Context: an optimization exercise on an open-source flow, tuned for small area, a short achievable clock period and few clock cycles per item. The choices shown serve that exercise and are no tape-out recipe.

Setup of main:
// tsq_decoder
module tsq_decoder (
    input  wire        clk,
    input  wire        rst,           
    input  wire        start,         
    input  wire        ext,           
    input  wire [22:0] in_size,       
    output wire        idle,
    input  wire        in_valid,
    input  wire [7:0]  in_data,
    output wire        in_ready,
    output wire        mem_re,
    output wire [17:0] mem_raddr,
    input  wire [7:0]  mem_rdata,     
    output wire        mem_we,
    output wire [17:0] mem_waddr,
    output wire [7:0]  mem_wdata,
    output wire        done,          
    output wire [3:0]  status,
    output wire [18:0] out_size
);
    localparam [22:0] OUTPUT_SIZE = 23'd327680;
    localparam [2:0] ST_OK       = 3'd0;
    localparam [2:0] ERR_SIZE    = 3'd2;
    localparam [2:0] ERR_INSIZE  = 3'd3;
    localparam [2:0] ERR_UNDERRUN= 3'd4;
    localparam [2:0] ERR_OFFSET  = 3'd5;
    localparam [2:0] ERR_OVERLAP = 3'd6;
    localparam [2:0] ERR_OVERRUN = 3'd7;
    localparam B_IDLE = 0,
               B_HDR  = 1,    
               B_WAIT = 2,    
               B_GHDR = 3,    
               B_LIT  = 4,    
               B_OFF0 = 5,
               B_OFF1 = 6,
               B_VAL  = 7,    
               B_FIN  = 8,    
               B_DONE = 9,
               B_CHK  = 10;   
    localparam [10:0] P_IDLE = 11'd1 << B_IDLE,
                      P_CHK  = 11'd1 << B_CHK,
                      P_HDR  = 11'd1 << B_HDR,
                      P_WAIT = 11'd1 << B_WAIT,
                      P_GHDR = 11'd1 << B_GHDR,
                      P_LIT  = 11'd1 << B_LIT,
                      P_OFF0 = 11'd1 << B_OFF0,
                      P_OFF1 = 11'd1 << B_OFF1,
                      P_VAL  = 11'd1 << B_VAL,
                      P_FIN  = 11'd1 << B_FIN,
                      P_DONE = 11'd1 << B_DONE;
    localparam [2:0] I_GHDR = 3'd0,
                     I_LIT  = 3'd1,
                     I_REF  = 3'd2,
                     I_FIN  = 3'd3,
                     I_ERR  = 3'd4;
    reg [10:0] ps;
    reg        r_bad;          
    reg        okf;            
    reg [4:0]  cnt;            
    reg [2:0]  st;
    reg        r_ext;
    reg        d_en;           
    reg        h_pend;         
    reg [18:0] irem;           
    reg [18:0] orem;           
    reg        orem_z;         
  ...
Size in the first run: ~250 flip-flops, about 120 I/O pins.
Settings: LEC_CHECK=0, CAP_MARGIN=20, CORE_MARGIN=2, CORE_UTILIZATION=40, SETUP_SLACK_MARGIN=4.5, SLEW_MARGIN=20; clock period 7.5 ns.
run.sh (not shown) runs the stock make flow with config.mk's settings and CLKGATE_MAP_FILE= SYNTH_SCRIPT=/design/flow/synth_recipe.tcl, a recipe that flattens the netlist after the stock synthesis.
No stage failed in main, and the final checks on the layout all came back clean.
Input changes introduced in the feature branch (baseline for comparison: main):
--- a/flow/design.v
+++ b/flow/design.v
@@ -76,14 +76,16 @@
     reg        n_v;
     reg [2:0]  n_kind;
     reg [6:0]  n_len;          
     reg        n_ovr;
     reg [6:0]  r_len;
     reg        r_ovr;
-    reg [7:0]  off_lo, off_hi;
-    reg        lo_gt, lo_z, lo_lt;
+    reg [7:0]  off_lo;         
+    reg [9:0]  off_hi;         
+    reg        b0;             
+    reg        lo_z, lo_lt, lo_sm;
     reg        v_eoff, v_eovl, v_small;
     reg        e_act;
     reg        e_last;
     reg [17:0] e_src;
     reg [6:0]  e_len;          
     reg        rd_pend;        
@@ -118,40 +120,47 @@
     assign mem_we    = we_r;
     assign mem_waddr = wj;
     assign mem_wdata = wdata;
     assign done      = ps[B_DONE];
     assign status    = {1'b0, st};
     assign out_size  = okf ? pj : 19'd0;
-    wire [15:0] off   = {off_hi, off_lo};
-    wire [18:0] diff  = {1'b0, anchor} - {3'd0, off};
+    wire [10:0] dh    = {1'b0, anchor[17:8]} - {3'd0, in_data} - {10'd0, b0};
+    wire hi_z    = (in_data == 8'd0);
+    wire f_eoff  = (lo_z && hi_z) || dh[10];
+    wire f_eovl  = hi_z && lo_lt;
+    wire f_small = hi_z && lo_sm;
+    wire f_err   = f_eoff || f_eovl || r_ovr;
+    wire f_acc   = f_small ? (!e_act && !rd_pend) : (!e_act || e_last);
+    wire f_go    = ps[B_OFF1] && in_valid && f_acc;
     wire v_err   = v_eoff || v_eovl || r_ovr;
     wire v_acc   = v_small ? (!e_act && !rd_pend) : (!e_act || e_last);
     wire v_go    = ps[B_VAL] && !v_err && v_acc;
+    wire e_go    = v_go || f_go;
     wire irem_small = (irem[18:5] == 14'd0);
     wire grp_uf     = irem_small && (irem[4:0] < 5'd5);
     wire lit_uf     = irem_small && (irem[4:0] < s_len[4:0]);
     wire ref_uf     = irem_small && (irem[4:0] < 5'd2);
     wire sym_ovr    = (orem[18:7] == 12'd0) && (orem[6:0] < s_len);
     wire [18:0] idec = ex ? 19'd5 : (s_c ? {12'd0, s_len} : 19'd2);
-    wire a_busy  = ps[B_OFF0] || ps[B_OFF1] || ps[B_VAL];
+    wire a_busy  = ps[B_OFF0] || ps[B_OFF1];
     wire d_go    = d_en && !n_v && !h_pend && !(!ex && !par && a_busy);
     wire d_sym   = d_go && !ex && !orem_z;
-    wire c_end = ps[B_WAIT] || v_go ||
+    wire c_end = ps[B_WAIT] || v_go || f_go ||
                  ((ps[B_GHDR] || ps[B_LIT] || ps[B_HDR]) && take && last);
     wire kill = ps[B_DONE];
     wire [18:0] orem_nx = orem - {12'd0, s_len};
     always @(posedge clk) begin
         begin
             we_r    <= !kill && (rd_pend || lit_take);
             rd_pend <= !kill && e_act;
-            lit_rdy <= !e_act && !v_go;
+            lit_rdy <= !e_act && !e_go;
             wdata   <= rd_pend ? mem_rdata : in_data;
             if (we_r) wj <= wj + 18'd1;
-            if (v_go) begin
+            if (e_go) begin
                 e_act  <= 1'b1;
-                e_src  <= diff[17:0];
+                e_src  <= ps[B_VAL] ? {off_hi, off_lo} : {dh[9:0], off_lo};
                 e_len  <= r_len;
                 e_last <= (r_len == 7'd1);
             end else if (e_act) begin
                 e_src  <= e_src + 18'd1;
                 e_len  <= e_len - 7'd1;
                 e_last <= (e_len == 7'd2);
@@ -255,25 +264,23 @@
                 3'd2: sz1 <= in_data;
                 3'd1: sz2 <= in_data;
                 default: sz3 <= in_data;
                 endcase
             end
             ps[B_OFF0]: if (take) begin
-                off_lo <= in_data;
-                lo_gt  <= (in_data > anchor[7:0]);
+                {b0, off_lo} <= {1'b0, anchor[7:0]} - {1'b0, in_data};
                 lo_z   <= (in_data == 8'd0);
                 lo_lt  <= !in_data[7] && (in_data[6:0] < r_len);
+                lo_sm  <= (in_data[7:2] == 6'd0);
                 ps     <= P_OFF1;
             end
             ps[B_OFF1]: if (take) begin
-                off_hi  <= in_data;
-                v_eoff  <= (lo_z && in_data == 8'd0) ||
-                           (anchor[17:16] == 2'd0 &&
-                            (in_data > anchor[15:8] || (in_data == anchor[15:8] && lo_gt)));
-                v_eovl  <= (in_data == 8'd0) && lo_lt;
-                v_small <= (in_data == 8'd0) && (off_lo[7:2] == 6'd0);
+                off_hi  <= dh[9:0];
+                v_eoff  <= f_eoff;
+                v_eovl  <= f_eovl;
+                v_small <= f_small;
                 ps      <= P_VAL;
             end
             ps[B_VAL]: if (v_err) begin
                 st <= v_eoff ? ERR_OFFSET : (v_eovl ? ERR_OVERLAP : ERR_OVERRUN); okf <= 1'b0;
                 ps <= P_DONE;
             end
@@ -295,12 +302,16 @@
                     I_REF:  begin ps <= P_OFF0; r_len <= n_len; r_ovr <= n_ovr; end
                     I_FIN:  ps <= P_FIN;
                     default: begin ps <= P_DONE; st <= n_len[2:0]; okf <= 1'b0; end
                     endcase
                 end
             end
+            if (f_go && f_err) begin
+                st  <= f_eoff ? ERR_OFFSET : (f_eovl ? ERR_OVERLAP : ERR_OVERRUN); okf <= 1'b0;
+                ps  <= P_DONE;
+            end
             if (ps[B_HDR] && take && last &&
                 (in_data[7:3] != 5'd0 ||
                  (in_data[2] && (in_data[1:0] != 2'd0 || orem[15:0] != 16'd0)))) begin
                 st   <= ERR_SIZE; okf <= 1'b0;
                 ps   <= P_DONE;
                 d_en <= 1'b0;
==> summary.txt <==
main → the feature branch: post-synthesis net count fell 30, proportion of cell area occupied by registers fell by 1.7 points, non-clock buffering overhead in the final layout rose by 3.5 points.
The feature branch against main; sequential cell count is up slightly.
The feature branch vs. main: number of non-clock inverters went down by 2.
Function was not checked in any run of this note: the RTL went through the layout flow alone.

[what the ideal ports hide]
The flow's constraints put no driver on any port. The routed layouts listed below were extracted and timed again, unchanged, in two steps. Step 1, drivers: a clkbuf_16 drives clk and a buf_2 each remaining input, both assumed. Step 2 adds t to the input delays and takes it off the output delays; t is the mean of the earliest and latest rising clock arrival at the registers after step 1. Input paths then give back, and output paths get back, about the clock's delay inside the block. Slacks: no drivers / after step 1 / after step 2; pairs: no drivers / after step 1.
run	t, ns	slack for setup (ns)	cell pins on the clock port's net
main	0.595	4.440 / 4.389 / 3.980	1
the feature branch	0.589	4.112 / 4.134 / 3.545	1
After both steps setup and hold are still met in every run listed. For the feature branch, which loses most, drivers alone change the setup slack by +0.022 ns; drivers and shift together by -0.567 ns.
